Background: an optimization exercise with open tools, aiming at small area. Do not read the settings as production practice. Only simulation tests tie the RTL to the original design; equivalence was not proved. The clock port is modelled as an ideal driver, which makes a skipped or thinned clock tree look cheaper than it is; a real chip needs a root buffer or a tree. Power and IR drop assume default switching activity.

## swqd
module swqd (
    input  wire        clk,
    input  wire        rst,
    input  wire        us_tick,
    input  wire        qd_tick,
    input  wire        dq_in,
    output wire        dq_drive_low,
    input  wire        enc_a,
    input  wire        enc_b,
    input  wire        enc_btn,
    input  wire        enc_sw,
    input  wire        bus_sel,
    input  wire        bus_we,
    input  wire [3:0]  bus_addr,
    input  wire [15:0] bus_wdata,
    output reg  [15:0] bus_rdata
);
    localparam [3:0] A_CTRL         = 4'h0,
                     A_TPD_STATUS   = 4'h1,
                     A_FRAME_HUM    = 4'h2,
                     A_FRAME_TEMP   = 4'h3,
                     A_FRAME_CSUM   = 4'h4,
                     A_TEMP_SIGNED  = 4'h5,
                     A_QD_STATUS    = 4'h6,
                     A_MENU_STATE   = 4'h7,
                     A_MENU_CONSUME = 4'h8;
    wire       line;
    wire [3:0] pins;
    swqd_sync #(.RST(0)) u_sync_dq  (.clk(clk), .rst(rst), .d(dq_in),   .q(line));
    swqd_sync #(.RST(1)) u_sync_a   (.clk(clk), .rst(rst), .d(enc_a),   .q(pins[0]));
    swqd_sync #(.RST(1)) u_sync_b   (.clk(clk), .rst(rst), .d(enc_b),   .q(pins[1]));
  ...
Size: ~390 cells after synthesis, roughly 86 flip-flops, roughly 48 I/O pins.
==> module swqd_sync, before the edit <==
module swqd_sync #(
    parameter RST = 1
) (
    input  wire clk,
    input  wire rst,
    input  wire d,
    output wire q
);
    reg s1_n, s2;
    always @(posedge clk) begin
        if (RST && rst) begin
            s1_n <= 1'b1;
            s2   <= 1'b0;
        end else begin
            s1_n <= !d;
            s2   <= !s1_n;
        end
    end
    assign q = s2;
endmodule
Settings: LEC_CHECK=0, CAP_MARGIN=0, CORE_MARGIN=2, CORE_UTILIZATION=65, GPL_TIMING_DRIVEN=0, PLACE_DENSITY=0.85, SLEW_MARGIN=0; clock period 10.0 ns.
standard.sh (not shown) runs the stock make flow with config.mk's settings and CLKGATE_MAP_FILE= SYNTH_SCRIPT=/design/flow/synth_recipe.tcl, a recipe that flattens the netlist after the stock synthesis.
==> flow/flow/run.sh <==
#!/bin/bash
# The standard layout (standard.sh) with these changes:
#  - synthesis maps the logic with an area-oriented ABC script
#    (flow/abc_area.script, used in place of ORFS's abc_speed.script);
#  - every port is still buffered, but with buf_1 cells;
#  - the clock port drives a few clock buffers, each driving a group of
#    flip-flops (the CTS step runs flow/clock_buffers.tcl in place of
#    clock_tree_synthesis, then ORFS's usual legalisation and timing repair).
#    The smallest choice whose worst flip-flop clock slew, estimated on the
#    placed design, stays under 100 ps is used (flow/clock_eval.tcl).
# Each step's full output goes to a log file in this folder; ORFS's own
# per-step logs are under orfs/logs/.
set -euo pipefail
W=$(pwd)

# A copy of ORFS's scripts with the changes above.
S="$W/scripts_mod"
rm -rf "$S"
mkdir -p "$S"
cp -r "$FLOW_HOME/scripts/." "$S/"
cp "$W/flow/abc_area.script" "$S/abc_speed.script"
cp "$W/flow/clock_buffers.tcl" "$S/clock_buffers.tcl"
python3 - "$S/cts.tcl" <<'PY'
import sys
p = sys.argv[1]
s = open(p).read()
old = "log_cmd clock_tree_synthesis {*}$cts_args"
assert s.count(old) == 1
s = s.replace(old, "source $::env(SCRIPTS_DIR)/clock_buffers.tcl\nbuild_clock_buffers")
open(p, "w").write(s)
PY

export SCRIPTS_DIR="$S"
export BUFFER_PORTS_ARGS="-buffer_cell sky130_fd_sc_hd__buf_1"
bash "$W/standard.sh" synth > "$W/run_synth.log" 2>&1
bash "$W/standard.sh" place > "$W/run_place.log" 2>&1

# Pick the clock buffers, smallest total area first; four clkbuf_16 if
# nothing smaller keeps the estimated clock slew under 100 ps.
R="$W/orfs/results/$FLOW_PLATFORM/swqd/base"
export LIB_FILE="$FLOW_HOME/platforms/$FLOW_PLATFORM/lib/sky130_fd_sc_hd__tt_025C_1v80.lib"
export SETRC_FILE="$FLOW_HOME/platforms/$FLOW_PLATFORM/setRC.tcl"
export PLACE_ODB="$R/3_place.odb" PLACE_SDC="$R/3_place.sdc" FLOW_DIR="$W/flow"
export CLOCK_BUFFERS=4
export CLOCK_BUFFER_CELL=sky130_fd_sc_hd__clkbuf_16
: > "$W/run_clock_eval.log"
for choice in "1 sky130_fd_sc_hd__clkbuf_16" "2 sky130_fd_sc_hd__clkbuf_8" \
              "2 sky130_fd_sc_hd__buf_12" "3 sky130_fd_sc_hd__clkbuf_8" \
              "2 sky130_fd_sc_hd__clkbuf_16" "4 sky130_fd_sc_hd__clkbuf_8" \
              "3 sky130_fd_sc_hd__buf_12" "3 sky130_fd_sc_hd__clkbuf_16" \
              "4 sky130_fd_sc_hd__buf_12"; do
  set -- $choice
  slew=$(CLOCK_BUFFERS=$1 CLOCK_BUFFER_CELL=$2 openroad -no_init -exit "$W/flow/clock_eval.tcl" 2>&1 \
         | tee -a "$W/run_clock_eval.log" | awk '/^CLOCK_EVAL/ {print $5}' || true)
  if [[ -n "$slew" ]] && awk -v s="$slew" 'BEGIN {exit !(s < 0.100)}'; then
    CLOCK_BUFFERS=$1
    CLOCK_BUFFER_CELL=$2
    break
  fi
done
echo "clock buffers: $CLOCK_BUFFERS x $CLOCK_BUFFER_CELL" | tee -a "$W/run_clock_eval.log"

bash "$W/standard.sh" > "$W/run_layout.log" 2>&1
Other scripts of this flow, unchanged in this note and not shown: flow/flow/abc_area.script, flow/flow/clock_buffers.tcl, flow/flow/clock_eval.tcl
Next try:
--- a/flow/design.v
+++ b/flow/design.v
@@ -7,12 +7,12 @@
     output wire q
 );
-    reg s1_n, s2;
+    reg s1, s2;
     always @(posedge clk) begin
         if (RST && rst) begin
-            s1_n <= 1'b1;
-            s2   <= 1'b0;
+            s1 <= 1'b0;
+            s2 <= 1'b0;
         end else begin
-            s1_n <= !d;
-            s2   <= !s1_n;
+            s1 <= d;
+            s2 <= s1;
         end
     end
The changed run finished clean. Sequential share of layout area shrinks by 0.20 points. Fmax grows by 4.3%. Critical path depth shrinks by 1. Global-route usage grows by 0.11 points. Total power shrinks by 2.1%. Die area is about the same. Design area grows by 0.41%. Setup slack improved by 0.28 ns. Cell count grows by 2.0%. Clock skew shrinks by 0.0048 ns. Routed wire length shrinks by 1.1%. Combinational power shrinks by 38%. Sequential cell count is unchanged. First-iteration DRC count shrinks by 9.5%.
In every run of this note, the design's own scripts or RTL, not TritonCTS, make the clock network.

port drivers added, routing unchanged:
No port has a modelled driver above. Below, the same layouts with a new extraction and two added sets of constraints.
Step 1 assumes that a clkbuf_16 drives the clock port and a buf_2 every other input.
Step 2 times the ports against the registers' clock, not the clock port: input delays grow and output delays shrink by t, the midpoint of the rising clock arrivals with the driver on.
Slacks: ideal ports / drivers / drivers and shift; pairs: ideal ports / drivers.
run | shift t [ns] | slack for setup (ns) | clock arrival spread, ns | slew at the worst register clock pin (ns)
the first run | 0.207 | 3.295 / 3.273 / 3.273 | 0.020 / 0.020 | 0.09 / 0.09
the second run | 0.208 | 3.573 / 3.550 / 3.550 | 0.015 / 0.015 | 0.09 / 0.09
After both steps setup and hold are still met in every run listed. The setup slack of the second run, which loses most, moves by -0.023 ns with the drivers and by -0.023 ns with both steps.
